This is an optimization exercise on Yosys and OpenROAD, whose aim is a short achievable clock period and few clock cycles, not a production implementation.
RTL that was checked went through simulation tests only; none was proved equivalent to the original.
The RTL of runs 2 and 3 was laid out without a check of its function.
Power and IR drop assume default switching activity.

`design/flow/standard.sh`:
```
#!/bin/bash
# synth_recipe.tcl (not shown) runs the flow's synth.tcl, then flattens the netlist and writes it again
# the make line also repeats each setting of config.mk as NAME=value (left out here)
make -C /OpenROAD-flow-scripts/flow DESIGN_CONFIG=/design/flow/config.mk WORK_HOME=/design/flow/orfs CLKGATE_MAP_FILE= SYNTH_SCRIPT=/design/flow/synth_recipe.tcl "${@:-finish}"
```
`design/flow/constraint.sdc`:
```
create_clock -name core_clock -period 5.0 [get_ports {clk}]
set_input_delay 1.0000 -clock core_clock [delete_from_list [all_inputs] [get_ports {clk}]]
set_output_delay 1.0000 -clock core_clock [all_outputs]
set_load 0.01 [all_outputs]
```
`design/flow/config.mk`:
```
export PLATFORM = sky130hd
export DESIGN_NAME = wh8_core
export DESIGN_NICKNAME = wh8_core
export VERILOG_FILES = /design/flow/design.v
export SDC_FILE = /design/flow/constraint.sdc
export NUM_CORES = 4
export LEC_CHECK = 0
export CAP_MARGIN = 20
export CORE_MARGIN = 2
export CORE_UTILIZATION = 40
export SETUP_SLACK_MARGIN = 3.4
export SLEW_MARGIN = 20

export DONT_USE_CELLS = sky130_fd_sc_hd__a2111o_1 sky130_fd_sc_hd__a2111o_2 sky130_fd_sc_hd__a2111o_4 sky130_fd_sc_hd__a2111oi_0 sky130_fd_sc_hd__a2111oi_1 sky130_fd_sc_hd__a2111oi_2 sky130_fd_sc_hd__a2111oi_4 sky130_fd_sc_hd__a221o_1 sky130_fd_sc_hd__a221o_2 sky130_fd_sc_hd__a221o_4 sky130_fd_sc_hd__a221oi_1 sky130_fd_sc_hd__a221oi_2 sky130_fd_sc_hd__a221oi_4 sky130_fd_sc_hd__a222oi_1 sky130_fd_sc_hd__a311o_1 sky130_fd_sc_hd__a311o_2 sky130_fd_sc_hd__a311o_4 sky130_fd_sc_hd__a311oi_1 sky130_fd_sc_hd__a311oi_2 sky130_fd_sc_hd__a311oi_4 sky130_fd_sc_hd__a32o_1 sky130_fd_sc_hd__a32o_2 sky130_fd_sc_hd__a32o_4 sky130_fd_sc_hd__a32oi_1 sky130_fd_sc_hd__a32oi_2 sky130_fd_sc_hd__a32oi_4 sky130_fd_sc_hd__a41o_1 sky130_fd_sc_hd__a41o_2 sky130_fd_sc_hd__a41o_4 sky130_fd_sc_hd__a41oi_1 sky130_fd_sc_hd__a41oi_2 sky130_fd_sc_hd__a41oi_4 sky130_fd_sc_hd__and4_1 sky130_fd_sc_hd__and4_2 sky130_fd_sc_hd__and4_4 sky130_fd_sc_hd__and4b_1 sky130_fd_sc_hd__and4b_2 sky130_fd_sc_hd__and4b_4 sky130_fd_sc_hd__and4bb_1 sky130_fd_sc_hd__and4bb_2 sky130_fd_sc_hd__and4bb_4 sky130_fd_sc_hd__nand4_1 sky130_fd_sc_hd__nand4_2 sky130_fd_sc_hd__nand4_4 sky130_fd_sc_hd__nand4b_1 sky130_fd_sc_hd__nand4b_2 sky130_fd_sc_hd__nand4b_4 sky130_fd_sc_hd__nand4bb_1 sky130_fd_sc_hd__nand4bb_2 sky130_fd_sc_hd__nand4bb_4 sky130_fd_sc_hd__nor3_1 sky130_fd_sc_hd__nor3_2 sky130_fd_sc_hd__nor3_4 sky130_fd_sc_hd__nor3b_1 sky130_fd_sc_hd__nor3b_2 sky130_fd_sc_hd__nor3b_4 sky130_fd_sc_hd__nor4_1 sky130_fd_sc_hd__nor4_2 sky130_fd_sc_hd__nor4_4 sky130_fd_sc_hd__nor4b_1 sky130_fd_sc_hd__nor4b_2 sky130_fd_sc_hd__nor4b_4 sky130_fd_sc_hd__nor4bb_1 sky130_fd_sc_hd__nor4bb_2 sky130_fd_sc_hd__nor4bb_4 sky130_fd_sc_hd__o2111a_1 sky130_fd_sc_hd__o2111a_2 sky130_fd_sc_hd__o2111a_4 sky130_fd_sc_hd__o2111ai_1 sky130_fd_sc_hd__o2111ai_2 sky130_fd_sc_hd__o2111ai_4 sky130_fd_sc_hd__o221a_1 sky130_fd_sc_hd__o221a_2 sky130_fd_sc_hd__o221a_4 sky130_fd_sc_hd__o221ai_1 sky130_fd_sc_hd__o221ai_2 sky130_fd_sc_hd__o221ai_4 sky130_fd_sc_hd__o311a_1 sky130_fd_sc_hd__o311a_2 sky130_fd_sc_hd__o311a_4 sky130_fd_sc_hd__o311ai_0 sky130_fd_sc_hd__o311ai_1 sky130_fd_sc_hd__o311ai_2 sky130_fd_sc_hd__o311ai_4 sky130_fd_sc_hd__o32a_1 sky130_fd_sc_hd__o32a_2 sky130_fd_sc_hd__o32a_4 sky130_fd_sc_hd__o32ai_1 sky130_fd_sc_hd__o32ai_2 sky130_fd_sc_hd__o32ai_4 sky130_fd_sc_hd__o41a_1 sky130_fd_sc_hd__o41a_2 sky130_fd_sc_hd__o41a_4 sky130_fd_sc_hd__o41ai_1 sky130_fd_sc_hd__o41ai_2 sky130_fd_sc_hd__o41ai_4 sky130_fd_sc_hd__or3_1 sky130_fd_sc_hd__or3_2 sky130_fd_sc_hd__or3_4 sky130_fd_sc_hd__or3b_1 sky130_fd_sc_hd__or3b_2 sky130_fd_sc_hd__or3b_4 sky130_fd_sc_hd__or4_1 sky130_fd_sc_hd__or4_2 sky130_fd_sc_hd__or4_4 sky130_fd_sc_hd__or4b_1 sky130_fd_sc_hd__or4b_2 sky130_fd_sc_hd__or4b_4 sky130_fd_sc_hd__or4bb_1 sky130_fd_sc_hd__or4bb_2 sky130_fd_sc_hd__or4bb_4 
```
`design/flow/flow/dont_use.txt`:
```
sky130_fd_sc_hd__a2111o_1 sky130_fd_sc_hd__a2111o_2 sky130_fd_sc_hd__a2111o_4 sky130_fd_sc_hd__a2111oi_0 sky130_fd_sc_hd__a2111oi_1 sky130_fd_sc_hd__a2111oi_2 sky130_fd_sc_hd__a2111oi_4 sky130_fd_sc_hd__a221o_1 sky130_fd_sc_hd__a221o_2 sky130_fd_sc_hd__a221o_4 sky130_fd_sc_hd__a221oi_1 sky130_fd_sc_hd__a221oi_2 sky130_fd_sc_hd__a221oi_4 sky130_fd_sc_hd__a222oi_1 sky130_fd_sc_hd__a311o_1 sky130_fd_sc_hd__a311o_2 sky130_fd_sc_hd__a311o_4 sky130_fd_sc_hd__a311oi_1 sky130_fd_sc_hd__a311oi_2 sky130_fd_sc_hd__a311oi_4 sky130_fd_sc_hd__a32o_1 sky130_fd_sc_hd__a32o_2 sky130_fd_sc_hd__a32o_4 sky130_fd_sc_hd__a32oi_1 sky130_fd_sc_hd__a32oi_2 sky130_fd_sc_hd__a32oi_4 sky130_fd_sc_hd__a41o_1 sky130_fd_sc_hd__a41o_2 sky130_fd_sc_hd__a41o_4 sky130_fd_sc_hd__a41oi_1 sky130_fd_sc_hd__a41oi_2 sky130_fd_sc_hd__a41oi_4 sky130_fd_sc_hd__and4_1 sky130_fd_sc_hd__and4_2 sky130_fd_sc_hd__and4_4 sky130_fd_sc_hd__and4b_1 sky130_fd_sc_hd__and4b_2 sky130_fd_sc_hd__and4b_4 sky130_fd_sc_hd__and4bb_1 sky130_fd_sc_hd__and4bb_2 sky130_fd_sc_hd__and4bb_4 sky130_fd_sc_hd__nand4_1 sky130_fd_sc_hd__nand4_2 sky130_fd_sc_hd__nand4_4 sky130_fd_sc_hd__nand4b_1 sky130_fd_sc_hd__nand4b_2 sky130_fd_sc_hd__nand4b_4 sky130_fd_sc_hd__nand4bb_1 sky130_fd_sc_hd__nand4bb_2 sky130_fd_sc_hd__nand4bb_4 sky130_fd_sc_hd__nor3_1 sky130_fd_sc_hd__nor3_2 sky130_fd_sc_hd__nor3_4 sky130_fd_sc_hd__nor3b_1 sky130_fd_sc_hd__nor3b_2 sky130_fd_sc_hd__nor3b_4 sky130_fd_sc_hd__nor4_1 sky130_fd_sc_hd__nor4_2 sky130_fd_sc_hd__nor4_4 sky130_fd_sc_hd__nor4b_1 sky130_fd_sc_hd__nor4b_2 sky130_fd_sc_hd__nor4b_4 sky130_fd_sc_hd__nor4bb_1 sky130_fd_sc_hd__nor4bb_2 sky130_fd_sc_hd__nor4bb_4 sky130_fd_sc_hd__o2111a_1 sky130_fd_sc_hd__o2111a_2 sky130_fd_sc_hd__o2111a_4 sky130_fd_sc_hd__o2111ai_1 sky130_fd_sc_hd__o2111ai_2 sky130_fd_sc_hd__o2111ai_4 sky130_fd_sc_hd__o221a_1 sky130_fd_sc_hd__o221a_2 sky130_fd_sc_hd__o221a_4 sky130_fd_sc_hd__o221ai_1 sky130_fd_sc_hd__o221ai_2 sky130_fd_sc_hd__o221ai_4 sky130_fd_sc_hd__o311a_1 sky130_fd_sc_hd__o311a_2 sky130_fd_sc_hd__o311a_4 sky130_fd_sc_hd__o311ai_0 sky130_fd_sc_hd__o311ai_1 sky130_fd_sc_hd__o311ai_2 sky130_fd_sc_hd__o311ai_4 sky130_fd_sc_hd__o32a_1 sky130_fd_sc_hd__o32a_2 sky130_fd_sc_hd__o32a_4 sky130_fd_sc_hd__o32ai_1 sky130_fd_sc_hd__o32ai_2 sky130_fd_sc_hd__o32ai_4 sky130_fd_sc_hd__o41a_1 sky130_fd_sc_hd__o41a_2 sky130_fd_sc_hd__o41a_4 sky130_fd_sc_hd__o41ai_1 sky130_fd_sc_hd__o41ai_2 sky130_fd_sc_hd__o41ai_4 sky130_fd_sc_hd__or3_1 sky130_fd_sc_hd__or3_2 sky130_fd_sc_hd__or3_4 sky130_fd_sc_hd__or3b_1 sky130_fd_sc_hd__or3b_2 sky130_fd_sc_hd__or3b_4 sky130_fd_sc_hd__or4_1 sky130_fd_sc_hd__or4_2 sky130_fd_sc_hd__or4_4 sky130_fd_sc_hd__or4b_1 sky130_fd_sc_hd__or4b_2 sky130_fd_sc_hd__or4b_4 sky130_fd_sc_hd__or4bb_1 sky130_fd_sc_hd__or4bb_2 sky130_fd_sc_hd__or4bb_4 
```
`design/flow/design.v`:
```
module wh8_core (
    input  wire       clk,
    input  wire       rst,
    input  wire       disp_valid,
    output wire       disp_ready,
    input  wire [1:0] disp_seg,
    input  wire [7:0] disp_pc,
    input  wire [7:0] disp_acc,
    input  wire [7:0] disp_x,
    input  wire [7:0] disp_y,
    input  wire       disp_z,
    input  wire [7:0] disp_ir,
    input  wire [7:0] disp_quantum,
    output wire       mem_req,
    output wire       mem_we,
    output wire [9:0] mem_addr,
    output wire [7:0] mem_wdata,
    input  wire       mem_ack,
    input  wire [7:0] mem_rdata,
    output wire       ret_valid,
    output wire       done_valid,
    output wire [2:0] done_cause,
    output wire [7:0] r_pc,
    output wire [7:0] r_acc,
    output wire [7:0] r_x,
    output wire [7:0] r_y,
    output wire       r_z,
    output wire [7:0] r_ir,
    output reg        con_valid,
    output wire [7:0] con_data
);
    localparam [7:0] OP_BRK   = 8'h00;
    localparam [7:0] OP_ADC   = 8'h6D;
    localparam [7:0] OP_STA   = 8'h8D;
    localparam [7:0] OP_LDY_I = 8'hA0;
    localparam [7:0] OP_LDX_I = 8'hA2;
    localparam [7:0] OP_LDA_I = 8'hA9;
    localparam [7:0] OP_LDY_A = 8'hAC;
    localparam [7:0] OP_LDA_A = 8'hAD;
    localparam [7:0] OP_LDX_A = 8'hAE;
    localparam [7:0] OP_BNE   = 8'hD0;
    localparam [7:0] OP_NOP   = 8'hEA;
    localparam [7:0] OP_CPX   = 8'hEC;
    localparam [7:0] OP_INC   = 8'hEE;
    localparam [7:0] OP_SYS   = 8'hFF;
    localparam [2:0] C_QUANTUM = 3'd0;
    localparam [2:0] C_BRK     = 3'd1;
    localparam [2:0] C_ILLEGAL = 3'd3;
    localparam [2:0] C_OPSEG   = 3'd5;
    localparam [2:0] C_SYSARG  = 3'd6;
    localparam [2:0] C_STRSEG  = 3'd7;
    function [3:0] dec_tens(input [6:0] v);
        begin
            dec_tens[0] = (v == 7'd10) | (v == 7'd11) | (v == 7'd12) | (v == 7'd13) | (v == 7'd14) | (v == 7'd15) | (v == 7'd16) | (v == 7'd17) | (v == 7'd18) | (v == 7'd19) | (v == 7'd30) | (v == 7'd31) | (v == 7'd32) | (v == 7'd33) | (v == 7'd34) | (v == 7'd35) | (v == 7'd36) | (v == 7'd37) | (v == 7'd38) | (v == 7'd39) | (v == 7'd50) | (v == 7'd51) | (v == 7'd52) | (v == 7'd53) | (v == 7'd54) | (v == 7'd55) | (v == 7'd56) | (v == 7'd57) | (v == 7'd58) | (v == 7'd59) | (v == 7'd70) | (v == 7'd71) | (v == 7'd72) | (v == 7'd73) | (v == 7'd74) | (v == 7'd75) | (v == 7'd76) | (v == 7'd77) | (v == 7'd78) | (v == 7'd79) | (v == 7'd90) | (v == 7'd91) | (v == 7'd92) | (v == 7'd93) | (v == 7'd94) | (v == 7'd95) | (v == 7'd96) | (v == 7'd97) | (v == 7'd98) | (v == 7'd99);
            dec_tens[1] = (v == 7'd20) | (v == 7'd21) | (v == 7'd22) | (v == 7'd23) | (v == 7'd24) | (v == 7'd25) | (v == 7'd26) | (v == 7'd27) | (v == 7'd28) | (v == 7'd29) | (v == 7'd30) | (v == 7'd31) | (v == 7'd32) | (v == 7'd33) | (v == 7'd34) | (v == 7'd35) | (v == 7'd36) | (v == 7'd37) | (v == 7'd38) | (v == 7'd39) | (v == 7'd60) | (v == 7'd61) | (v == 7'd62) | (v == 7'd63) | (v == 7'd64) | (v == 7'd65) | (v == 7'd66) | (v == 7'd67) | (v == 7'd68) | (v == 7'd69) | (v == 7'd70) | (v == 7'd71) | (v == 7'd72) | (v == 7'd73) | (v == 7'd74) | (v == 7'd75) | (v == 7'd76) | (v == 7'd77) | (v == 7'd78) | (v == 7'd79);
            dec_tens[2] = (v == 7'd40) | (v == 7'd41) | (v == 7'd42) | (v == 7'd43) | (v == 7'd44) | (v == 7'd45) | (v == 7'd46) | (v == 7'd47) | (v == 7'd48) | (v == 7'd49) | (v == 7'd50) | (v == 7'd51) | (v == 7'd52) | (v == 7'd53) | (v == 7'd54) | (v == 7'd55) | (v == 7'd56) | (v == 7'd57) | (v == 7'd58) | (v == 7'd59) | (v == 7'd60) | (v == 7'd61) | (v == 7'd62) | (v == 7'd63) | (v == 7'd64) | (v == 7'd65) | (v == 7'd66) | (v == 7'd67) | (v == 7'd68) | (v == 7'd69) | (v == 7'd70) | (v == 7'd71) | (v == 7'd72) | (v == 7'd73) | (v == 7'd74) | (v == 7'd75) | (v == 7'd76) | (v == 7'd77) | (v == 7'd78) | (v == 7'd79);
            dec_tens[3] = (v == 7'd80) | (v == 7'd81) | (v == 7'd82) | (v == 7'd83) | (v == 7'd84) | (v == 7'd85) | (v == 7'd86) | (v == 7'd87) | (v == 7'd88) | (v == 7'd89) | (v == 7'd90) | (v == 7'd91) | (v == 7'd92) | (v == 7'd93) | (v == 7'd94) | (v == 7'd95) | (v == 7'd96) | (v == 7'd97) | (v == 7'd98) | (v == 7'd99);
        end
    endfunction
    function [3:0] dec_ones(input [6:0] v);
        begin
            dec_ones[0] = (v == 7'd1) | (v == 7'd3) | (v == 7'd5) | (v == 7'd7) | (v == 7'd9) | (v == 7'd11) | (v == 7'd13) | (v == 7'd15) | (v == 7'd17) | (v == 7'd19) | (v == 7'd21) | (v == 7'd23) | (v == 7'd25) | (v == 7'd27) | (v == 7'd29) | (v == 7'd31) | (v == 7'd33) | (v == 7'd35) | (v == 7'd37) | (v == 7'd39) | (v == 7'd41) | (v == 7'd43) | (v == 7'd45) | (v == 7'd47) | (v == 7'd49) | (v == 7'd51) | (v == 7'd53) | (v == 7'd55) | (v == 7'd57) | (v == 7'd59) | (v == 7'd61) | (v == 7'd63) | (v == 7'd65) | (v == 7'd67) | (v == 7'd69) | (v == 7'd71) | (v == 7'd73) | (v == 7'd75) | (v == 7'd77) | (v == 7'd79) | (v == 7'd81) | (v == 7'd83) | (v == 7'd85) | (v == 7'd87) | (v == 7'd89) | (v == 7'd91) | (v == 7'd93) | (v == 7'd95) | (v == 7'd97) | (v == 7'd99);
            dec_ones[1] = (v == 7'd2) | (v == 7'd3) | (v == 7'd6) | (v == 7'd7) | (v == 7'd12) | (v == 7'd13) | (v == 7'd16) | (v == 7'd17) | (v == 7'd22) | (v == 7'd23) | (v == 7'd26) | (v == 7'd27) | (v == 7'd32) | (v == 7'd33) | (v == 7'd36) | (v == 7'd37) | (v == 7'd42) | (v == 7'd43) | (v == 7'd46) | (v == 7'd47) | (v == 7'd52) | (v == 7'd53) | (v == 7'd56) | (v == 7'd57) | (v == 7'd62) | (v == 7'd63) | (v == 7'd66) | (v == 7'd67) | (v == 7'd72) | (v == 7'd73) | (v == 7'd76) | (v == 7'd77) | (v == 7'd82) | (v == 7'd83) | (v == 7'd86) | (v == 7'd87) | (v == 7'd92) | (v == 7'd93) | (v == 7'd96) | (v == 7'd97);
            dec_ones[2] = (v == 7'd4) | (v == 7'd5) | (v == 7'd6) | (v == 7'd7) | (v == 7'd14) | (v == 7'd15) | (v == 7'd16) | (v == 7'd17) | (v == 7'd24) | (v == 7'd25) | (v == 7'd26) | (v == 7'd27) | (v == 7'd34) | (v == 7'd35) | (v == 7'd36) | (v == 7'd37) | (v == 7'd44) | (v == 7'd45) | (v == 7'd46) | (v == 7'd47) | (v == 7'd54) | (v == 7'd55) | (v == 7'd56) | (v == 7'd57) | (v == 7'd64) | (v == 7'd65) | (v == 7'd66) | (v == 7'd67) | (v == 7'd74) | (v == 7'd75) | (v == 7'd76) | (v == 7'd77) | (v == 7'd84) | (v == 7'd85) | (v == 7'd86) | (v == 7'd87) | (v == 7'd94) | (v == 7'd95) | (v == 7'd96) | (v == 7'd97);
            dec_ones[3] = (v == 7'd8) | (v == 7'd9) | (v == 7'd18) | (v == 7'd19) | (v == 7'd28) | (v == 7'd29) | (v == 7'd38) | (v == 7'd39) | (v == 7'd48) | (v == 7'd49) | (v == 7'd58) | (v == 7'd59) | (v == 7'd68) | (v == 7'd69) | (v == 7'd78) | (v == 7'd79) | (v == 7'd88) | (v == 7'd89) | (v == 7'd98) | (v == 7'd99);
        end
    endfunction
    reg st_idle;    
    reg st_f;       
    reg st_a1;      
    reg st_a2;      
    reg st_d;       
    reg st_w;       
    reg st_s1;      
    reg st_s2;      
    reg st_fz;      
    reg [7:0] pc, acc, x, y, ir;
    reg       z;
    reg       x_is1, x_is2;    
    reg [1:0] seg;
    reg [7:0] qleft;      
    reg       q_is1, q_is2;    
    reg       qinf;       
    reg [7:0] addr;
    reg [7:0] addr1;      
    reg       a_ff;       
    reg [7:0] incv;       
    reg       i_two;      
    reg       i_bne, i_ldai, i_ldxi, i_ldyi;
    reg       i_lda, i_ldx, i_ldy, i_adc, i_cpx, i_sta, i_inc;
    reg [7:0] lo;
    reg [1:0] d_h;
    reg [6:0] d_r;
    reg [2:0] fcause_r;
    reg       d_n3, d_n1;      
    reg       s1_two;          
    reg       s1_first;        
    reg [7:0] ch3;
    reg       ret_r, done_r, rdy_r, req_r, we_r;
    reg [2:0] o_cause;
    reg [9:0] o_addr;
    reg [7:0] o_wdata, o_pc, o_acc, o_x, o_y, o_ir, o_con;
    reg       o_z;
    assign mem_req    = req_r;
    assign mem_we     = we_r;
    assign mem_addr   = o_addr;
    assign mem_wdata  = o_wdata;
    assign disp_ready = rdy_r;
    assign ret_valid  = ret_r;
    assign done_valid = done_r;
    assign done_cause = o_cause;
    assign r_pc  = o_pc;
    assign r_acc = o_acc;
    assign r_x   = o_x;
    assign r_y   = o_y;
    assign r_z   = o_z;
    assign r_ir  = o_ir;
    assign con_data = o_con;
    wire [7:0] rd  = mem_rdata;
    wire       ack = mem_ack;
    wire d_brk  = (rd == OP_BRK);
    wire d_nop  = (rd == OP_NOP);
    wire d_sys  = (rd == OP_SYS);
    wire d_bne  = (rd == OP_BNE);
    wire d_ldai = (rd == OP_LDA_I);
    wire d_ldxi = (rd == OP_LDX_I);
    wire d_ldyi = (rd == OP_LDY_I);
    wire d_lda  = (rd == OP_LDA_A);
    wire d_ldx  = (rd == OP_LDX_A);
    wire d_ldy  = (rd == OP_LDY_A);
    wire d_adc  = (rd == OP_ADC);
    wire d_cpx  = (rd == OP_CPX);
    wire d_sta  = (rd == OP_STA);
    wire d_inc  = (rd == OP_INC);
    wire d_one  = d_bne | d_ldai | d_ldxi | d_ldyi;
    wire d_two  = d_lda | d_ldx | d_ldy | d_adc | d_cpx | d_sta | d_inc;
    wire d_args = d_one | d_two;
    wire rd_nz  = |rd;
    wire [7:0] addr2 = addr1 + 8'd1;
    wire [7:0] tgt   = addr1 + rd;
    wire [8:0] tgt1w = {addr1, 1'b1} + {rd, 1'b1};
    wire [7:0] tgt1  = tgt1w[8:1];
    wire       taken = i_bne & ~z;
    wire qlast   = ~qinf & (ret_r ? q_is2 : q_is1);
    wire f_go    = st_f & ack;
    wire retire  = (f_go & (d_nop | (d_sys & x_is1 & d_n1))) | (st_a1 & ack & ~i_two) |
                   (st_d & ack & ~i_inc) | (st_w & ack) | (st_s1 & ~s1_two) |
                   (st_s2 & ack & ~rd_nz);
    wire fault   = (f_go & ~(d_args | d_nop | (d_sys & (x_is1 | x_is2)))) |
                   (st_a2 & ack & rd_nz) | (st_s2 & ack & rd_nz & a_ff);
    wire [2:0] fcause = st_a2 ? C_OPSEG : st_s2 ? C_STRSEG :
                        d_brk ? C_BRK : d_sys ? C_SYSARG : C_ILLEGAL;
    wire stop_q  = retire & qlast;
    wire start   = st_idle & disp_valid;
    always @(posedge clk) begin
        if (rst) begin
            st_idle <= 1'b1;
            st_f    <= 1'b0;
            st_a1   <= 1'b0;
            st_a2   <= 1'b0;
            st_d    <= 1'b0;
            st_w    <= 1'b0;
            st_s1   <= 1'b0;
            st_s2   <= 1'b0;
            st_fz   <= 1'b0;
            req_r   <= 1'b0;
            we_r    <= 1'b0;
            ret_r   <= 1'b0;
            done_r  <= 1'b0;
            rdy_r   <= 1'b1;
            con_valid <= 1'b0;
        end else begin
            st_idle <= (st_idle & ~disp_valid) | st_fz | stop_q;
            rdy_r   <= (st_idle & ~disp_valid) | st_fz | stop_q;
            req_r   <= start | (req_r & ~st_fz & ~stop_q);
            st_fz   <= fault;
            st_f    <= start | (st_f & ~ack) | (retire & ~qlast);
            st_a1   <= (st_a1 & ~ack) | (f_go & d_args);
            st_a2   <= (st_a2 & ~ack) | (st_a1 & ack & i_two);
            st_d    <= (st_d & ~ack) | (st_a2 & ack & ~rd_nz);
            st_w    <= (st_w & ~ack) | (st_d & ack & i_inc);
            st_s1   <= (f_go & d_sys & x_is1 & ~d_n1) | (st_s1 & s1_two);
            s1_first <= st_f;
            st_s2   <= (st_s2 & ~(ack & (~rd_nz | a_ff))) | (f_go & d_sys & x_is2);
            we_r    <= (st_a2 & ack & i_sta & ~rd_nz) | (st_d & ~ack & we_r) |
                       (st_d & ack & i_inc) | (st_w & ~ack);
            ret_r   <= retire;
            done_r  <= st_fz | stop_q;
            con_valid <= (f_go & d_sys & x_is1) | st_s1 | (st_s2 & ack & rd_nz & ~a_ff);
        end
    end
    wire       tk      = st_a1 & taken;                     
    wire       fs2     = st_f & d_sys & x_is2;              
    wire       s2c     = st_s2 & rd_nz;                     
    wire       pc_en   = start | st_f | st_a1 | st_a2;
    wire [7:0] pc_e    = start ? disp_pc : addr1;
    wire [7:0] pc_d    = tk ? tgt : pc_e;
    wire       ir_en   = start | st_f;
    wire [7:0] ir_d    = start ? disp_ir : rd;
    wire       adc_go  = st_d & i_adc & ack;
    wire       acc_en  = start | (st_a1 & i_ldai) | (st_d & i_lda) | adc_go;
    wire [7:0] acc_sum = acc + rd;
    wire [7:0] acc_d   = (st_d & i_adc) ? acc_sum : start ? disp_acc : rd;
    wire       x_en    = start | (st_a1 & i_ldxi) | (st_d & i_ldx);
    wire [7:0] x_d     = start ? disp_x : rd;
    wire       y_en    = start | (st_a1 & i_ldyi) | (st_d & i_ldy);
    wire [7:0] y_d     = start ? disp_y : rd;
    wire       z_en    = start | (st_d & i_cpx);
    wire       z_d     = start ? disp_z : (rd == x);
    wire       addr_en = start | (ack & (st_f | st_a1 | st_a2 | st_w | st_s2 | (st_d & ~i_inc)));
    wire [7:0] addr_e  = start ? disp_pc : st_a2 ? lo : (st_f | st_a1) ? addr1 : pc;
    wire [7:0] addr_d  = tk ? tgt : (fs2 | s2c) ? (st_f ? y : addr1) : addr_e;
    wire [7:0] addr1_e = start ? disp_pc + 8'd1 : st_a2 ? lo + 8'd1 : (st_f | st_a1) ? addr2 : pc + 8'd1;
    wire [7:0] addr1_d = tk ? tgt1 : (fs2 | s2c) ? (st_f ? y + 8'd1 : addr2) : addr1_e;
    wire [7:0] oaddr_e = addr_en ? addr_e : st_s1 ? pc : addr;
    wire [7:0] oaddr_d = (ack & tk) ? tgt : (ack & (fs2 | s2c)) ? (st_f ? y : addr1) : oaddr_e;
    wire [1:0] seg_d   = start ? disp_seg : seg;
    wire [7:0] inc_d   = rd + 8'd1;
    wire       inc_now = st_d & ack & i_inc;
    wire [7:0] q_d     = start ? disp_quantum : qleft - 8'd1;
    always @(posedge clk) begin
        if (pc_en)  pc  <= pc_d;
        if (ir_en)  ir  <= ir_d;
        if (acc_en) acc <= acc_d;
        if (x_en) begin
            x     <= x_d;
            x_is1 <= (x_d == 8'd1);
            x_is2 <= (x_d == 8'd2);
        end
        if (y_en) begin
            y    <= y_d;
            d_h  <= (y_d >= 8'd200) ? 2'd2 : (y_d >= 8'd100) ? 2'd1 : 2'd0;
            d_n3 <= (y_d >= 8'd100);
            d_n1 <= (y_d < 8'd10);
        end
        if (z_en)   z   <= z_d;
        if (start)  seg <= disp_seg;
        addr1 <= addr_en ? addr1_d : addr + 8'd1;
        if (addr_en) begin
            addr  <= addr_d;
            a_ff  <= st_f ? (y == 8'hFF) : (addr1 == 8'hFF);
        end
        if (st_d & i_inc) incv <= inc_d;
        if (start | ret_r) begin
            qleft <= q_d;
            q_is1 <= start ? (disp_quantum == 8'd1) : (qleft == 8'd2);
            q_is2 <= start ? (disp_quantum == 8'd2) : (qleft == 8'd3);
        end
        if (start) qinf <= (disp_quantum == 8'd0);
        if (st_f) begin
            i_two  <= d_two;
            i_bne  <= d_bne;
            i_ldai <= d_ldai;
            i_ldxi <= d_ldxi;
            i_ldyi <= d_ldyi;
            i_lda  <= d_lda;
            i_ldx  <= d_ldx;
            i_ldy  <= d_ldy;
            i_adc  <= d_adc;
            i_cpx  <= d_cpx;
            i_sta  <= d_sta;
            i_inc  <= d_inc;
        end
        if (st_a1) lo <= rd;
        if (st_f) d_r <= y[6:0] - (d_h[1] ? 7'd72 : d_h[0] ? 7'd100 : 7'd0);
        if (st_f | st_s1) s1_two <= st_f & d_n3;
        if (st_s1) ch3 <= {4'h3, dec_ones(d_r)};
        if (~st_fz) fcause_r <= fcause;
        o_pc    <= tk ? tgt : st_fz ? 8'd0 : pc_en ? pc_e : pc;
        o_ir    <= st_fz ? 8'd0 : ir_en  ? ir_d  : ir;
        o_acc   <= adc_go ? acc_sum : st_fz ? 8'd0 : acc_en ? acc_d : acc;
        o_x     <= st_fz ? 8'd0 : x_en   ? x_d   : x;
        o_y     <= st_fz ? 8'd0 : y_en   ? y_d   : y;
        o_z     <= st_fz ? 1'b0 : z_en   ? z_d   : z;
        o_addr  <= {seg_d, oaddr_d};
        o_wdata <= inc_now ? inc_d : st_w ? incv : acc;
        o_cause <= st_fz ? fcause_r : C_QUANTUM;
        o_con   <= st_f  ? {4'h3, d_n3 ? {2'b00, d_h} : d_n1 ? y[3:0] : dec_tens(y[6:0])} :
                   st_s1 ? (s1_first ? {4'h3, d_n3 ? dec_tens(d_r) : dec_ones(d_r)} : ch3) : rd;
    end
endmodule
```
`design/flow/flow/run.sh`:
```
#!/bin/bash
# Layout flow: the standard flow (standard.sh), with slow many-input OR/NOR,
# AOI/OAI and AND4/NAND4 cells added to the platform's don't-use list so that
# synthesis maps the logic to faster cells. Flip-flop mapping is unchanged,
# so the registers are the standard synthesis's. Each tool's output is kept
# in orfs/logs/; make's own output goes to flow_make.log.
set -euo pipefail
here="$(pwd)"
cells="$(cat flow/dont_use.txt)"
printf '\nexport DONT_USE_CELLS = %s\n' "$cells" >> config.mk
bash standard.sh > "$here/flow_make.log" 2>&1
```
==> metrics.md, run 1 <==
| Metric | Value |
|---|---|
| Number of global-route vias before repair | `11858` |
| Power Dens Cells | `323 nW/um^2` |
| Dominant cell type by area after synthesis | `dfxtp_1` |
| Fin. Hold Viols | `0` |
| Post-synth EDFFs | `80` |
| DPL Wire Length | `30100 um` |
| Row cnt | `63` |
| FMAX | `0.440 GHz` |
| HP Class | `register to register` |
| Post-route DRC | `0` |
| Clock Pin Slew Worst Setup and Hold Paths | `0.06 ns` |
| Cell-internal power | `4.07 mW` |
| Data arrival time of the worst path | `2.55 ns` |
| Post-Syn Area | `12200 sq um` |
| Die ar. | `31800 sq um` |
| Worst Setup Start Kind | `input pin` |
| Die width | `178 um` |
| First-pass GRT wire length | `71300 um` |
| Gate power share | `35.5%` |
| Max FFs per register | `9` |
| Most frequent cells in the layout | `nand2_1, buf_4, buf_6` |
| Initial antenna violation count | `0` |
| # nets final | `1859` |
| Tot GR Track Use | `29.5%` |
| Max-slew headroom | `57.0%` |
| Core area | `29800 sq um` |
| Synth warnings | `1` |
| TNS Setup | `0 ns` |
| Net Switching | `2.07 mW` |
| Critical path's slowest cell | `ha_4` |
| Crit Path Max Fanout | `5` |
| CTS Sinks | `203` |
| Syn_area_per_cell | `8.40 sq um` |
| Total Power | `6.14 mW` |
| Inserted Diodes | `0` |
| Gr ovfl total | `0` |
| #FFs+latches synth | `203` |
| Layout cell share with drive strength beyond 1 | `42.7%` |
| Slew Limit Fails | `0` |
| Largest net degree at the start of global routing | `33` |
| Pre-CTS setup slack | `1.18 ns` |
| Placed cells | `1902` |
| RSZ-0062 raised after global routing | `true` |
| Fraction of registers with async set/reset | `0%` |
| CTS root buffer | `clkbuf_16` |
| Clk buf depth | `3` |
| Leakage | `7.61 nW` |
| Met3 usage | `5.24%` |
| Finished Core Util | `63.8%` |
| WP data required | `5.28 ns` |
| Setup ws final | `2.73 ns` |
| Detail Route Antenna Nets | `0` |
| Tightest Pin Transition | `0.646 ns` |
| Hold_buf cts | `0` |
| Gr busiest metal | `met2` |
| Part of the power in registers | `35.5%` |
| Biggest register | `o_addr` |
| CP peak stage delay | `0.25 ns` |
| Area Growth Syn to Fin | `56.3%` |
| Mapped Nets | `1549` |
| Num CTS Buffers | `25` |
| Status | `finished clean` |
| Drt pass-1 iters | `5` |
| Sw frac | `33.8%` |
| Final number of setup-violating endpoints | `0` |
| Post-synth top flop | `dfxtp_1` |
| Most used cell, CP | `buf_12` |
| Final Cycle Share | `45.4%` |
| Most common cell after layout, fill and taps aside | `nand2_1` |
| Final Instance Count excl. Fillers | `2166` |
| Iter 0 DRT Violations | `1405` |
| Min Tclk post-route | `2.27 ns` |
| Clock power frac | `29.0%` |
| WL/cell | `23.0 um` |
| Worst ir drop on vdd | `0.291 mV` |
| Critical Path End Type | `register` |
| GR Util met2 | `47.5%` |
| H-Tree Depth | `1` |
| Unique masters post-synth | `56` |
| Sequential share of the synthesized area | `40.0%` |
| Area share of the largest cell type after synthesis | `20.2%` |
| PortBufs | `138` |
| I/O Pins | `139` |
| Post-Route WL | `49700 um` |
| Worst clock skew | `0.00964 ns` |
| Die Y | `178 um` |
| Dominant cells by area after synthesis | `dfxtp_1, edfxtp_1, a21oi_1, nand2_1, o21ai_0` |
| Global placement routability congestion | `0.993` |
| Worst-Skew Late Latency | `0.53 ns` |
| M1 GR Usage | `40.2%` |
| Initial core utilization | `40.8%` |
| Vias | `12765` |
| Critical Path, Cell by Cell | `buf_8, buf_12, buf_12, ha_4, a21o_1, a31oi_4, o211ai_1, xor2_2, nand2_1, o21ai_1` |
| CTS tree | `done` |
| Crit Path Class | `input pin to register` |
| Cells after synthesis | `1448` |
| Vias per cell | `5.89` |
| Max-cap viol count | `0` |
==> final timing paths <==
kind	from	endpoint	slack, ns	cells after the start
hold / removal	fcause_r[0]	o_cause[0]	0.45	1
hold reg to reg	fcause_r[0]	o_cause[0]	0.45	1
setup reg to reg	addr1[3]	addr[6]	2.82	7
setup / recovery	mem_rdata[4]	addr[7]	2.73	10
==> critical path, delay by kind of cell <==
family / cells / cell delay [ns]
AOI/OAI and AO/OA: 4 / 0.62
xor gates and xnor gates: 1 / 0.20
adders and majority gates: 1 / 0.25
buffers and inverters: 3 / 0.35
and+or+nand+nor: 1 / 0.11
==> final cells by class <==
| class | instances | area (sq um) |
|---|---|---|
| Timing Repair Buffer | 363 | 3760 |
| Clock buffer | 38 | 727 |
| Tap cell | 390 | 488 |
| Fill cell | 2422 | 10800 |
| Sequential cell | 203 | 4970 |
| Multi-Input combinational cell | 1117 | 8690 |
| Inverter | 42 | 213 |
| Clock inverter | 7 | 61.3 |
| Timing Repair inverter | 6 | 90.1 |
==> repair_timing <==
action,4_1_cts,5_1_grt
endpoints found under the setup margin,301,239
cloned,17,4
gates resized for setup,750,203
setup buffers,138,60
pin swaps,121,87
==> power groups by stage <==
stage	Sequential (mW)	Clock, mW	Combinational [mW]
after floorplan	2.12	0	1.01
after global placement	2.20	0	1.49
after detailed placement	2.20	0	1.49
after CTS	2.15	1.79	1.91
after global routing	2.20	1.86	2.31
final	2.18	1.78	2.18
==> per-layer routing <==
metal / wire [um] / vias to the layer above
met4: 1950 / 0
met3: 4380 / 148
li1: - / 5731
met1: 20200 / 6181
met2: 23200 / 705
met5: 0 / -
==> Yosys cell counts (all sizes together) (11+ instances only) <==
master,n
a21oi,135
ha,34
inv,40
o211ai,17
nand2,157
nand3,63
o22ai,17
mux2i,44
buf,39
nand2b,33
o21ai,114
xnor2,45
nor2,138
and3,43
a211oi,17
clkbuf,54
edfxtp,80
a22oi,11
or2,13
dfxtp,123
nand3b,14
nor2b,28
xor2,36
o31ai,12
a31oi,22
and2,50
==> cells by family (layout without fill, tap and decap cells) <==
kind of cell	count (synthesis)	in the layout	share of synthesized area (%)
muxes	50	50	4.18
and+or+nand+nor	543	550	21.6
DFF	203	203	40.0
xor gates and xnor gates	81	81	5.83
adders and majority gates	38	38	4.16
AOI/OAI and AO/OA	398	398	19.5
buffers and inverters	135	456	4.63
==> per-stage QoR <==
stage                     hold WS [ns]  instance area (sq um)
after floorplan                  0.426                  13200
after global placement           0.440                  14300
after detailed placement         0.441                  14300
after CTS                        0.455                  17600
after global routing             0.475                  19000
final                            0.451                  19000
Testbench counts, summed over its fixed seeds: cycles 416,322.
==> run 2, diff against run 1 <==
--- a/design/flow/design.v
+++ b/design/flow/design.v
@@ -73,7 +73,6 @@
     reg st_w;       
     reg st_s1;      
     reg st_s2;      
-    reg st_fz;      
     reg [7:0] pc, acc, x, y, ir;
     reg       z;
     reg       x_is1, x_is2;    
@@ -91,7 +90,6 @@
     reg [7:0] lo;
     reg [1:0] d_h;
     reg [6:0] d_r;
-    reg [2:0] fcause_r;
     reg       d_n3, d_n1;      
     reg       s1_two;          
     reg       s1_first;        
@@ -162,7 +160,6 @@
             st_w    <= 1'b0;
             st_s1   <= 1'b0;
             st_s2   <= 1'b0;
-            st_fz   <= 1'b0;
             req_r   <= 1'b0;
             we_r    <= 1'b0;
             ret_r   <= 1'b0;
@@ -170,10 +167,9 @@
             rdy_r   <= 1'b1;
             con_valid <= 1'b0;
         end else begin
-            st_idle <= (st_idle & ~disp_valid) | st_fz | stop_q;
-            rdy_r   <= (st_idle & ~disp_valid) | st_fz | stop_q;
-            req_r   <= start | (req_r & ~st_fz & ~stop_q);
-            st_fz   <= fault;
+            st_idle <= (st_idle & ~disp_valid) | fault | stop_q;
+            rdy_r   <= (st_idle & ~disp_valid) | fault | stop_q;
+            req_r   <= start | (req_r & ~fault & ~stop_q);
             st_f    <= start | (st_f & ~ack) | (retire & ~qlast);
             st_a1   <= (st_a1 & ~ack) | (f_go & d_args);
             st_a2   <= (st_a2 & ~ack) | (st_a1 & ack & i_two);
@@ -185,7 +181,7 @@
             we_r    <= (st_a2 & ack & i_sta & ~rd_nz) | (st_d & ~ack & we_r) |
                        (st_d & ack & i_inc) | (st_w & ~ack);
             ret_r   <= retire;
-            done_r  <= st_fz | stop_q;
+            done_r  <= fault | stop_q;
             con_valid <= (f_go & d_sys & x_is1) | st_s1 | (st_s2 & ack & rd_nz & ~a_ff);
         end
     end
@@ -235,9 +231,9 @@
         end
         if (z_en)   z   <= z_d;
         if (start)  seg <= disp_seg;
-        addr1 <= addr_en ? addr1_d : addr + 8'd1;
         if (addr_en) begin
             addr  <= addr_d;
+            addr1 <= addr1_d;
             a_ff  <= st_f ? (y == 8'hFF) : (addr1 == 8'hFF);
         end
         if (st_d & i_inc) incv <= inc_d;
@@ -265,16 +261,15 @@
         if (st_f) d_r <= y[6:0] - (d_h[1] ? 7'd72 : d_h[0] ? 7'd100 : 7'd0);
         if (st_f | st_s1) s1_two <= st_f & d_n3;
         if (st_s1) ch3 <= {4'h3, dec_ones(d_r)};
-        if (~st_fz) fcause_r <= fcause;
-        o_pc    <= tk ? tgt : st_fz ? 8'd0 : pc_en ? pc_e : pc;
-        o_ir    <= st_fz ? 8'd0 : ir_en  ? ir_d  : ir;
-        o_acc   <= adc_go ? acc_sum : st_fz ? 8'd0 : acc_en ? acc_d : acc;
-        o_x     <= st_fz ? 8'd0 : x_en   ? x_d   : x;
-        o_y     <= st_fz ? 8'd0 : y_en   ? y_d   : y;
-        o_z     <= st_fz ? 1'b0 : z_en   ? z_d   : z;
+        o_pc    <= tk ? tgt : fault ? 8'd0 : pc_en ? pc_e : pc;
+        o_ir    <= fault ? 8'd0 : ir_en  ? ir_d  : ir;
+        o_acc   <= adc_go ? acc_sum : fault ? 8'd0 : acc_en ? acc_d : acc;
+        o_x     <= fault ? 8'd0 : x_en   ? x_d   : x;
+        o_y     <= fault ? 8'd0 : y_en   ? y_d   : y;
+        o_z     <= fault ? 1'b0 : z_en   ? z_d   : z;
         o_addr  <= {seg_d, oaddr_d};
         o_wdata <= inc_now ? inc_d : st_w ? incv : acc;
-        o_cause <= st_fz ? fcause_r : C_QUANTUM;
+        o_cause <= fault ? fcause : C_QUANTUM;
         o_con   <= st_f  ? {4'h3, d_n3 ? {2'b00, d_h} : d_n1 ? y[3:0] : dec_tens(y[6:0])} :
                    st_s1 ? (s1_first ? {4'h3, d_n3 ? dec_tens(d_r) : dec_ones(d_r)} : ch3) : rd;
     end
--- a/design/flow/config.mk
+++ b/design/flow/config.mk
@@ -8,7 +8,7 @@
 export CAP_MARGIN = 20
 export CORE_MARGIN = 2
 export CORE_UTILIZATION = 40
-export SETUP_SLACK_MARGIN = 3.4
+export SETUP_SLACK_MARGIN = 3.0
 export SLEW_MARGIN = 20
 
 export DONT_USE_CELLS = sky130_fd_sc_hd__a2111o_1 sky130_fd_sc_hd__a2111o_2 sky130_fd_sc_hd__a2111o_4 sky130_fd_sc_hd__a2111oi_0 sky130_fd_sc_hd__a2111oi_1 sky130_fd_sc_hd__a2111oi_2 sky130_fd_sc_hd__a2111oi_4 sky130_fd_sc_hd__a221o_1 sky130_fd_sc_hd__a221o_2 sky130_fd_sc_hd__a221o_4 sky130_fd_sc_hd__a221oi_1 sky130_fd_sc_hd__a221oi_2 sky130_fd_sc_hd__a221oi_4 sky130_fd_sc_hd__a222oi_1 sky130_fd_sc_hd__a311o_1 sky130_fd_sc_hd__a311o_2 sky130_fd_sc_hd__a311o_4 sky130_fd_sc_hd__a311oi_1 sky130_fd_sc_hd__a311oi_2 sky130_fd_sc_hd__a311oi_4 sky130_fd_sc_hd__a32o_1 sky130_fd_sc_hd__a32o_2 sky130_fd_sc_hd__a32o_4 sky130_fd_sc_hd__a32oi_1 sky130_fd_sc_hd__a32oi_2 sky130_fd_sc_hd__a32oi_4 sky130_fd_sc_hd__a41o_1 sky130_fd_sc_hd__a41o_2 sky130_fd_sc_hd__a41o_4 sky130_fd_sc_hd__a41oi_1 sky130_fd_sc_hd__a41oi_2 sky130_fd_sc_hd__a41oi_4 sky130_fd_sc_hd__and4_1 sky130_fd_sc_hd__and4_2 sky130_fd_sc_hd__and4_4 sky130_fd_sc_hd__and4b_1 sky130_fd_sc_hd__and4b_2 sky130_fd_sc_hd__and4b_4 sky130_fd_sc_hd__and4bb_1 sky130_fd_sc_hd__and4bb_2 sky130_fd_sc_hd__and4bb_4 sky130_fd_sc_hd__nand4_1 sky130_fd_sc_hd__nand4_2 sky130_fd_sc_hd__nand4_4 sky130_fd_sc_hd__nand4b_1 sky130_fd_sc_hd__nand4b_2 sky130_fd_sc_hd__nand4b_4 sky130_fd_sc_hd__nand4bb_1 sky130_fd_sc_hd__nand4bb_2 sky130_fd_sc_hd__nand4bb_4 sky130_fd_sc_hd__nor3_1 sky130_fd_sc_hd__nor3_2 sky130_fd_sc_hd__nor3_4 sky130_fd_sc_hd__nor3b_1 sky130_fd_sc_hd__nor3b_2 sky130_fd_sc_hd__nor3b_4 sky130_fd_sc_hd__nor4_1 sky130_fd_sc_hd__nor4_2 sky130_fd_sc_hd__nor4_4 sky130_fd_sc_hd__nor4b_1 sky130_fd_sc_hd__nor4b_2 sky130_fd_sc_hd__nor4b_4 sky130_fd_sc_hd__nor4bb_1 sky130_fd_sc_hd__nor4bb_2 sky130_fd_sc_hd__nor4bb_4 sky130_fd_sc_hd__o2111a_1 sky130_fd_sc_hd__o2111a_2 sky130_fd_sc_hd__o2111a_4 sky130_fd_sc_hd__o2111ai_1 sky130_fd_sc_hd__o2111ai_2 sky130_fd_sc_hd__o2111ai_4 sky130_fd_sc_hd__o221a_1 sky130_fd_sc_hd__o221a_2 sky130_fd_sc_hd__o221a_4 sky130_fd_sc_hd__o221ai_1 sky130_fd_sc_hd__o221ai_2 sky130_fd_sc_hd__o221ai_4 sky130_fd_sc_hd__o311a_1 sky130_fd_sc_hd__o311a_2 sky130_fd_sc_hd__o311a_4 sky130_fd_sc_hd__o311ai_0 sky130_fd_sc_hd__o311ai_1 sky130_fd_sc_hd__o311ai_2 sky130_fd_sc_hd__o311ai_4 sky130_fd_sc_hd__o32a_1 sky130_fd_sc_hd__o32a_2 sky130_fd_sc_hd__o32a_4 sky130_fd_sc_hd__o32ai_1 sky130_fd_sc_hd__o32ai_2 sky130_fd_sc_hd__o32ai_4 sky130_fd_sc_hd__o41a_1 sky130_fd_sc_hd__o41a_2 sky130_fd_sc_hd__o41a_4 sky130_fd_sc_hd__o41ai_1 sky130_fd_sc_hd__o41ai_2 sky130_fd_sc_hd__o41ai_4 sky130_fd_sc_hd__or3_1 sky130_fd_sc_hd__or3_2 sky130_fd_sc_hd__or3_4 sky130_fd_sc_hd__or3b_1 sky130_fd_sc_hd__or3b_2 sky130_fd_sc_hd__or3b_4 sky130_fd_sc_hd__or4_1 sky130_fd_sc_hd__or4_2 sky130_fd_sc_hd__or4_4 sky130_fd_sc_hd__or4b_1 sky130_fd_sc_hd__or4b_2 sky130_fd_sc_hd__or4b_4 sky130_fd_sc_hd__or4bb_1 sky130_fd_sc_hd__or4bb_2 sky130_fd_sc_hd__or4bb_4 
==> run 2 against run 1 <==
Sequential share of layout area grew 3.3 points. Still clean. Area after synthesis fell by 2.0%. Register-to-register slack got worse by 0.14 ns. Utilization is 7.6 points lower.
==> metrics.md, run 2 <==
| Metric | Value |
|---|---|
| Biggest register | `o_addr` |
| # nets final | `1720 (-7.5%)` |
| Syn_area_per_cell | `8.65 sq um (+2.9%)` |
| Dominant cell type by area after synthesis | `edfxtp_1` |
| RSZ-0062 raised after global routing | `true` |
| Most common cell after layout, fill and taps aside | `nand2_1` |
| Dominant cells by area after synthesis | `edfxtp_1, dfxtp_1, a21oi_1, nand2_1, o21ai_0` |
| Final Instance Count excl. Fillers | `2023 (-6.6%)` |
| Mapped Nets | `1478 (-4.6%)` |
| Worst-Skew Late Latency | `0.46 ns (-0.07 ns)` |
| Tot GR Track Use | `26.8% (-2.6 points)` |
| DPL Wire Length | `27100 um (-10%)` |
| Row cnt | `63 (unchanged)` |
| Top sig layer | `met5` |
| Post-synth top cells | `nand2_1, a21oi_1, nor2_1, dfxtp_1, o21ai_0` |
| First-pass GRT wire length | `64200 um (-10%)` |
| Die Y | `177 um (-1.0%)` |
| Hold_ws | `0.486 ns (+0.0345 ns)` |
| CTS root buffer | `clkbuf_16` |
| Initial core utilization | `40.4% (-0.40 points)` |
| Post-Route WL | `42900 um (-14%)` |
| Synth Area in XOR/XNOR | `5.43% (-0.40 points)` |
| Synth Area in Compound Gates | `20.4% (+0.90 points)` |
| Slew Limit Fails | `0 (unchanged)` |
| Placed cells | `1841 (-3.2%)` |
| Met2 wire len | `19600 um (-16%)` |
| Sequential share of the synthesized area | `40.6% (+0.58 points)` |
| Post-route DRC | `0 (unchanged)` |
| Placed Instance Area | `13900 sq um (-2.9%)` |
| Fin. Hold Viols | `0 (unchanged)` |
| Worst clock skew | `0.0163 ns (+0.00664 ns)` |
| Largest net degree at the start of global routing | `59 (+79%)` |
| Clock power frac | `27.6% (-1.4 points)` |
| Proportion of synthesized area in mux cells | `4.19% (+0.013 points)` |
| Pre-CTS setup slack | `0.954 ns (-0.226 ns)` |
| CTS Sinks | `199 (-2.0%)` |
| Area Growth Syn to Fin | `39.0%` |
| Max-cap viol count | `0 (unchanged)` |
| Gate power share | `32.2% (-3.3 points)` |
| Drt pass-1 iters | `5 (unchanged)` |
| Vias | `11636 (-8.8%)` |
| Min Tclk post-route | `2.48 ns (+0.208 ns)` |
| Layout cell share with drive strength beyond 1 | `32.8% (-9.9 points)` |
| TNS Setup | `0 ns (unchanged)` |
| Largest family of logic cells by synthesized area | `compound AO/OA/AOI/OAI gates` |
| Setup ws final | `2.52 ns (-0.208 ns)` |
| Unique masters post-synth | `62 (+11%)` |
| Total Power | `5.19 mW (-16%)` |
| Synth warnings | `1 (unchanged)` |
| Area share of the largest cell type after synthesis | `21.4% (+1.2 points)` |
| Final number of setup-violating endpoints | `0 (unchanged)` |
| H-Tree Depth | `4 (+3)` |
| Cells after synthesis | `1378 (-4.8%)` |
| Die ar. | `31200 sq um (-2.0%)` |
| Most numerous cell in the Yosys netlist | `nand2_1` |
| Finished Core Util | `56.2% (-7.6 points)` |
| Max FFs per register | `9 (unchanged)` |
| Num CTS Buffers | `17 (-32%)` |
| Post-synth top flop | `dfxtp_1` |
| Initial antenna violation count | `1 (+1)` |
| Final Cycle Share | `49.6% (+4.2 points)` |
| Leakage | `6.56 nW (-14%)` |
| Power Dens Cells | `313 nW/um^2 (-3.1%)` |
| Core area | `29500 sq um (-1.1%)` |
| Vias per cell | `5.75 (-2.4%)` |
| Post-Syn Area | `11900 sq um (-2.0%)` |
| Cell-internal power | `3.37 mW (-17%)` |
| Clk buf depth | `2 (-1)` |
| Inserted Diodes | `0 (unchanged)` |
| Iter 0 DRT Violations | `1213 (-14%)` |
| CTS tree | `done` |
| Met3 wire len | `3600 um (-18%)` |
| Detail Route Antenna Nets | `0 (unchanged)` |
| Die width | `177 um (-1.0%)` |
| Max-slew headroom | `54.1% (-2.8 points)` |
| Post-Synth Adder-Cell Area | `4.14% (-0.019 points)` |
| Data arrival time of the worst path | `2.69 ns (+0.14 ns)` |
| Part of the power in registers | `40.3% (+4.8 points)` |
| Crit Path Class | `input pin to register` |
| FMAX | `0.403 GHz (-8.4%)` |
| Worst Setup Start Kind | `input pin` |
| Crit Path Max Fanout | `5 (unchanged)` |
| HP Class | `register to register` |
| Sw frac | `35.0% (+1.2 points)` |
| I/O Pins | `139 (unchanged)` |
| Clock Pin Slew Worst Setup and Hold Paths | `0.08 ns (+0.02 ns)` |
| Met1 WL | `18400 um (-9.2%)` |
| Post-synth EDFFs | `85 (+6.3%)` |
| Status | `finished clean` |
| Simple-Gate Fraction of Synth Area | `20.4% (-1.2 points)` |
| WL/cell | `21.2 um (-7.5%)` |
| Global placement routability congestion | `0.925 (-6.8%)` |
| #FFs+latches synth | `199 (-2.0%)` |
| Number of global-route vias before repair | `10992 (-7.3%)` |
| Critical Path End Type | `register` |
| Gr ovfl total | `0 (unchanged)` |
| Tightest Pin Transition | `0.687 ns (+0.0412 ns)` |
| Post-route cell area | `16600 sq um (-13%)` |
| Fraction of registers with async set/reset | `0% (unchanged)` |
| Net Switching | `1.81 mW (-12%)` |
| WP data required | `5.21 ns (-0.07 ns)` |
| PortBufs | `138 (unchanged)` |
| Worst ir drop on vdd | `0.216 mV (-26%)` |
| Most frequent cells in the layout | `nand2_1, nor2_1, buf_4` |
[run 2: cell count changes after synthesis, moves of 9 or more]
| cell | change |
|---|---|
| clkbuf_1 | -22 |
| buf_2 | +14 |
| a22oi_1 | +9 |
| buf_1 | -9 |
| dfxtp_1 | -9 |
| nor2b_1 | -9 |
| xnor2_1 | -9 |
[run 2: power by group through the flow]
stage,Clock (mW),Sequential (mW),Combinational [mW]
finish,1.43,2.09,1.67
global route,1.51,2.11,1.80
CTS,1.45,2.08,1.52
detailed placement,0,2.14,1.34
global placement,0,2.14,1.33
floorplan,0,2.08,0.875
[run 2: repair_timing]
| item | 4_1_cts | 5_1_grt |
|---|---|---|
| endpoints found under the setup margin | 291 | 159 |
| cloned | 10 | 1 |
| buffers inserted | 107 | 32 |
| gates resized for setup | 522 | 134 |
| pin swaps | 58 | 39 |
| hold buffers | 0 | 0 |
[run 2: per-layer routing]
layer | global-route usage [%] | up-vias
met5 | 0 | -
met4 | 8.75 | 2
met3 | 5.60 | 105
met2 | 42.4 | 575
met1 | 36.6 | 5577
li1 | - | 5377
[run 2: final cells by class]
type,count,area [sq um]
Fill cell,2611,12900
Multi-Input combinational cell,1064,7710
Sequential cell,199,4880
Timing Repair Buffer,302,2720
Tap cell,390,488
Clock buffer,17,425
Clock inverter,15,178
Inverter,36,171
[run 2: cells by family (layout without fill, tap and decap cells)]
logic type,after synthesis,in the layout
adder cells (fa/ha/maj),37,37
buffers and inverters,121,370
AND/OR/NAND/NOR,501,504
XOR/XNOR,73,73
multiplexers,49,49
flip-flops,199,199
AO/OA/AOI/OAI,398,401
[run 2: worst paths after layout]
check / endpoint / cells past startpoint / slack [ns] / start
max reg2reg: addr[5] / 8 / 2.68 / st_f
min: req_r / 2 / 0.49 / req_r
min reg2reg: req_r / 2 / 0.49 / req_r
max: addr[7] / 12 / 2.52 / mem_rdata[0]
[run 2: critical path, stage by stage]
cell      delay [ns]
buf_12          0.11
buf_12          0.13
buf_12          0.12
ha_4            0.16
a21o_1          0.18
a21oi_4         0.18
o21ai_2         0.09
a21oi_2         0.14
xor2_1          0.18
buf_4           0.17
nand2b_4        0.14
o21ai_1         0.07
==> run 3, diff against run 2 <==
--- a/design/flow/design.v
+++ b/design/flow/design.v
@@ -73,8 +73,8 @@
     reg st_w;       
     reg st_s1;      
     reg st_s2;      
-    reg [7:0] pc, acc, x, y, ir;
-    reg       z;
+    reg st_fz;      
+    reg [7:0] pc, acc;      
     reg       x_is1, x_is2;    
     reg [1:0] seg;
     reg [7:0] qleft;      
@@ -90,6 +90,7 @@
     reg [7:0] lo;
     reg [1:0] d_h;
     reg [6:0] d_r;
+    reg [2:0] fcause_r;
     reg       d_n3, d_n1;      
     reg       s1_two;          
     reg       s1_first;        
@@ -138,7 +139,7 @@
     wire [7:0] tgt   = addr1 + rd;
     wire [8:0] tgt1w = {addr1, 1'b1} + {rd, 1'b1};
     wire [7:0] tgt1  = tgt1w[8:1];
-    wire       taken = i_bne & ~z;
+    wire       taken = i_bne & ~o_z;
     wire qlast   = ~qinf & (ret_r ? q_is2 : q_is1);
     wire f_go    = st_f & ack;
     wire retire  = (f_go & (d_nop | (d_sys & x_is1 & d_n1))) | (st_a1 & ack & ~i_two) |
@@ -160,6 +161,7 @@
             st_w    <= 1'b0;
             st_s1   <= 1'b0;
             st_s2   <= 1'b0;
+            st_fz   <= 1'b0;
             req_r   <= 1'b0;
             we_r    <= 1'b0;
             ret_r   <= 1'b0;
@@ -167,9 +169,10 @@
             rdy_r   <= 1'b1;
             con_valid <= 1'b0;
         end else begin
-            st_idle <= (st_idle & ~disp_valid) | fault | stop_q;
-            rdy_r   <= (st_idle & ~disp_valid) | fault | stop_q;
-            req_r   <= start | (req_r & ~fault & ~stop_q);
+            st_idle <= (st_idle & ~disp_valid) | st_fz | stop_q;
+            rdy_r   <= (st_idle & ~disp_valid) | st_fz | stop_q;
+            req_r   <= start | (req_r & ~st_fz & ~stop_q);
+            st_fz   <= fault;
             st_f    <= start | (st_f & ~ack) | (retire & ~qlast);
             st_a1   <= (st_a1 & ~ack) | (f_go & d_args);
             st_a2   <= (st_a2 & ~ack) | (st_a1 & ack & i_two);
@@ -181,7 +184,7 @@
             we_r    <= (st_a2 & ack & i_sta & ~rd_nz) | (st_d & ~ack & we_r) |
                        (st_d & ack & i_inc) | (st_w & ~ack);
             ret_r   <= retire;
-            done_r  <= fault | stop_q;
+            done_r  <= st_fz | stop_q;
             con_valid <= (f_go & d_sys & x_is1) | st_s1 | (st_s2 & ack & rd_nz & ~a_ff);
         end
     end
@@ -202,39 +205,35 @@
     wire       y_en    = start | (st_a1 & i_ldyi) | (st_d & i_ldy);
     wire [7:0] y_d     = start ? disp_y : rd;
     wire       z_en    = start | (st_d & i_cpx);
-    wire       z_d     = start ? disp_z : (rd == x);
+    wire       z_d     = start ? disp_z : (rd == o_x);
     wire       addr_en = start | (ack & (st_f | st_a1 | st_a2 | st_w | st_s2 | (st_d & ~i_inc)));
     wire [7:0] addr_e  = start ? disp_pc : st_a2 ? lo : (st_f | st_a1) ? addr1 : pc;
-    wire [7:0] addr_d  = tk ? tgt : (fs2 | s2c) ? (st_f ? y : addr1) : addr_e;
+    wire [7:0] addr_d  = tk ? tgt : (fs2 | s2c) ? (st_f ? o_y : addr1) : addr_e;
     wire [7:0] addr1_e = start ? disp_pc + 8'd1 : st_a2 ? lo + 8'd1 : (st_f | st_a1) ? addr2 : pc + 8'd1;
-    wire [7:0] addr1_d = tk ? tgt1 : (fs2 | s2c) ? (st_f ? y + 8'd1 : addr2) : addr1_e;
+    wire [7:0] addr1_d = tk ? tgt1 : (fs2 | s2c) ? (st_f ? o_y + 8'd1 : addr2) : addr1_e;
     wire [7:0] oaddr_e = addr_en ? addr_e : st_s1 ? pc : addr;
-    wire [7:0] oaddr_d = (ack & tk) ? tgt : (ack & (fs2 | s2c)) ? (st_f ? y : addr1) : oaddr_e;
+    wire [7:0] oaddr_d = (ack & tk) ? tgt : (ack & (fs2 | s2c)) ? (st_f ? o_y : addr1) : oaddr_e;
     wire [1:0] seg_d   = start ? disp_seg : seg;
     wire [7:0] inc_d   = rd + 8'd1;
     wire       inc_now = st_d & ack & i_inc;
     wire [7:0] q_d     = start ? disp_quantum : qleft - 8'd1;
     always @(posedge clk) begin
         if (pc_en)  pc  <= pc_d;
-        if (ir_en)  ir  <= ir_d;
         if (acc_en) acc <= acc_d;
         if (x_en) begin
-            x     <= x_d;
             x_is1 <= (x_d == 8'd1);
             x_is2 <= (x_d == 8'd2);
         end
         if (y_en) begin
-            y    <= y_d;
             d_h  <= (y_d >= 8'd200) ? 2'd2 : (y_d >= 8'd100) ? 2'd1 : 2'd0;
             d_n3 <= (y_d >= 8'd100);
             d_n1 <= (y_d < 8'd10);
         end
-        if (z_en)   z   <= z_d;
         if (start)  seg <= disp_seg;
         if (addr_en) begin
             addr  <= addr_d;
             addr1 <= addr1_d;
-            a_ff  <= st_f ? (y == 8'hFF) : (addr1 == 8'hFF);
+            a_ff  <= st_f ? (o_y == 8'hFF) : (addr1 == 8'hFF);
         end
         if (st_d & i_inc) incv <= inc_d;
         if (start | ret_r) begin
@@ -258,19 +257,20 @@
             i_inc  <= d_inc;
         end
         if (st_a1) lo <= rd;
-        if (st_f) d_r <= y[6:0] - (d_h[1] ? 7'd72 : d_h[0] ? 7'd100 : 7'd0);
+        if (st_f) d_r <= o_y[6:0] - (d_h[1] ? 7'd72 : d_h[0] ? 7'd100 : 7'd0);
         if (st_f | st_s1) s1_two <= st_f & d_n3;
         if (st_s1) ch3 <= {4'h3, dec_ones(d_r)};
-        o_pc    <= tk ? tgt : fault ? 8'd0 : pc_en ? pc_e : pc;
-        o_ir    <= fault ? 8'd0 : ir_en  ? ir_d  : ir;
-        o_acc   <= adc_go ? acc_sum : fault ? 8'd0 : acc_en ? acc_d : acc;
-        o_x     <= fault ? 8'd0 : x_en   ? x_d   : x;
-        o_y     <= fault ? 8'd0 : y_en   ? y_d   : y;
-        o_z     <= fault ? 1'b0 : z_en   ? z_d   : z;
+        if (~st_fz) fcause_r <= fcause;
+        o_pc    <= tk ? tgt : st_fz ? 8'd0 : pc_en ? pc_e : pc;
+        o_ir    <= st_fz ? 8'd0 : ir_en  ? ir_d  : o_ir;
+        o_acc   <= adc_go ? acc_sum : st_fz ? 8'd0 : acc_en ? acc_d : acc;
+        o_x     <= st_fz ? 8'd0 : x_en   ? x_d   : o_x;
+        o_y     <= st_fz ? 8'd0 : y_en   ? y_d   : o_y;
+        o_z     <= st_fz ? 1'b0 : z_en   ? z_d   : o_z;
         o_addr  <= {seg_d, oaddr_d};
         o_wdata <= inc_now ? inc_d : st_w ? incv : acc;
-        o_cause <= fault ? fcause : C_QUANTUM;
-        o_con   <= st_f  ? {4'h3, d_n3 ? {2'b00, d_h} : d_n1 ? y[3:0] : dec_tens(y[6:0])} :
+        o_cause <= st_fz ? fcause_r : C_QUANTUM;
+        o_con   <= st_f  ? {4'h3, d_n3 ? {2'b00, d_h} : d_n1 ? o_y[3:0] : dec_tens(o_y[6:0])} :
                    st_s1 ? (s1_first ? {4'h3, d_n3 ? dec_tens(d_r) : dec_ones(d_r)} : ch3) : rd;
     end
 endmodule
==> run 3 against run 2 <==
Combinational power up 9.6%. Critical path depth unchanged. Clock power about the same.
==> metrics.md, run 3 <==
| Metric | Value |
|---|---|
| First-pass GRT wire length | `66400 um (+3.5%)` |
| Die ar. | `30600 sq um (-2.0%)` |
| Leakage | `6.30 nW (-4.0%)` |
| Final Cycle Share | `50.7% (+1.1 points)` |
| TNS Setup | `0 ns (unchanged)` |
| I/O Pins | `139 (unchanged)` |
| # nets final | `1731 (+0.64%)` |
| Hold_ws | `0.466 ns (-0.0194 ns)` |
| Min Tclk post-route | `2.53 ns (+0.0532 ns)` |
| Dominant cell type by area after synthesis | `edfxtp_1` |
| CP peak stage delay | `0.35 ns (+0.17 ns)` |
| Tightest Pin Transition | `0.661 ns (-0.0262 ns)` |
| Fin. Hold Viols | `0 (unchanged)` |
| Setup ws final | `2.47 ns (-0.0532 ns)` |
| Sequential share of the synthesized area | `38.1% (-2.5 points)` |
| H-Tree Depth | `4 (unchanged)` |
| Critical Path End Type | `register` |
| Biggest register | `o_addr` |
| Tot GR Track Use | `28.3% (+1.5 points)` |
| Critical path's slowest cell | `fa_2` |
| Worst clock skew | `0.0180 ns (+0.00172 ns)` |
| Crit Path Max Fanout | `5 (unchanged)` |
| Status | `finished clean` |
| Final number of setup-violating endpoints | `0 (unchanged)` |
| Max-cap viol count | `0 (unchanged)` |
| Most numerous cell in the Yosys netlist | `nand2_1` |
| Post-route DRC | `0 (unchanged)` |
| Synth warnings | `1 (unchanged)` |
| Most used cell, CP | `buf_12` |
| CTS tree | `done` |
| Post-route cell area | `16200 sq um (-2.2%)` |
| Gr ovfl total | `0 (unchanged)` |
| CTS root buffer | `clkbuf_16` |
| FMAX | `0.395 GHz (-2.1%)` |
| Pre-CTS setup slack | `1.11 ns (+0.158 ns)` |
| Vias per cell | `5.86 (+1.9%)` |
| Hold_buf cts | `0 (unchanged)` |
| Die width | `175 um (-0.99%)` |
| Post-synth EDFFs | `88 (+3.5%)` |
| Fraction of registers with async set/reset | `0% (unchanged)` |
| Detail Route Antenna Nets | `0 (unchanged)` |
| Post-Syn Area | `11700 sq um (-2.0%)` |
| CTS Sinks | `178 (-11%)` |
| Initial core utilization | `40.7% (+0.26 points)` |
| FILL cells | `2622 (+0.42%)` |
| Power Dens Cells | `314 nW/um^2 (+0.44%)` |
| Max-slew headroom | `55.5% (+1.3 points)` |
| RSZ-0062 raised after global routing | `true` |
| Die Y | `175 um (-0.99%)` |
| Unique masters post-synth | `66 (+6.5%)` |
| Clk buf depth | `2 (unchanged)` |
| Post-synth top cells | `nand2_1, nor2_1, a21oi_1, o21ai_0, dfxtp_1` |
| Critical Path, Cell by Cell | `buf_8, buf_12, buf_12, ha_4, inv_2, fa_2, nand2b_4, nand2_4, a21oi_4, xor2_2, nand2_1, a21boi_1` |
| Row cnt | `62 (-1.6%)` |
| Num CTS Buffers | `17 (unchanged)` |
| Syn_area_per_cell | `8.30 sq um (-4.0%)` |
| Finished Core Util | `56.4% (+0.24 points)` |
| Register area | `4520 sq um (-7.5%)` |
| Drt pass-1 iters | `6 (+1)` |
| #FFs+latches synth | `178 (-11%)` |
| Area Growth Syn to Fin | `38.7%` |
| PortBufs | `138 (unchanged)` |
| Core area | `28700 sq um (-2.6%)` |
| Number of global-route vias before repair | `10936 (-0.51%)` |
| Data arrival time of the worst path | `2.70 ns (about the same)` |
| Crit Path Class | `input pin to register` |
| Multi-input logic area | `7860 sq um (+1.9%)` |
| Dominant cells by area after synthesis | `edfxtp_1, dfxtp_1, a21oi_1, nand2_1, o21ai_0` |
| WL/cell | `22.3 um (+4.9%)` |
| Most frequent cells in the layout | `nand2_1, nor2_1, buf_4` |
| Post-Route WL | `45200 um (+5.2%)` |
[run 3: per-stage QoR]
stage	cells	total power, mW
4_1_cts	1997	4.95
3_5_place_dp	1860	3.28
3_3_place_gp	1860	3.28
5_1_grt	2028	5.29
2_1_floorplan	1407	2.75
6_report	2029	5.09
[run 3: layout make-up]
type / instances / area share (%)
clock buffer: 17 / 2.63
sequential: 178 / 27.9
multi-input combinational: 1105 / 48.5
clock inverter: 15 / 1.17
antenna: 1 / 0.0155
tap: 384 / 2.97
timing repair buffer: 291 / 15.7
timing repair inverter: 1 / 0.0541
inverter: 37 / 1.10
[run 3: kinds of logic after synthesis]
| family | Yosys count | share of synthesized area, % |
|---|---|---|
| xor+xnor | 75 | 5.69 |
| flops | 178 | 38.1 |
| buf+inv | 127 | 4.99 |
| mux | 42 | 3.69 |
| compound gates | 428 | 22.3 |
| simple gates | 519 | 20.9 |
| fa+ha+maj | 38 | 4.31 |
[run 3: worst paths after layout]
kind	from	to	slack, ns	cells after the start
setup / recovery	mem_rdata[0]	pc[4]	2.47	12
hold / removal	fcause_r[2]	o_cause[2]	0.47	1
setup reg to reg	addr1[1]	pc[4]	2.61	8
hold reg to reg	fcause_r[2]	o_cause[2]	0.47	1
[run 3: per-layer routing]
metal,track usage (%),share of wire [%]
met5,0,0
met3,6.61,9.8
met2,44.2,45
met1,39.2,43
met4,7.81,2.2
[run 3: timing repair]
item / in CTS / in global routing
gates resized for setup: 533 / 149
pin swaps: 73 / 72
endpoints found under the setup margin: 271 / 125
gates cloned: 5 / 3
hold endpoints to repair: 0 / 0
setup buffers: 100 / 28
[run 3: power breakdown]
group / internal (mW) / switching [mW]
clock: 0.724 / 0.690
sequential: 1.71 / 0.138
combinational: 0.830 / 0.998
[run 3: critical path: cells and delay by family]
kind                       cells  cell delay [ns]
and+or+nand+nor                3             0.37
buffers and inverters          4             0.36
AOI/OAI and AO/OA              2             0.21
adders and majority gates      2             0.48
xor gates and xnor gates       1             0.27
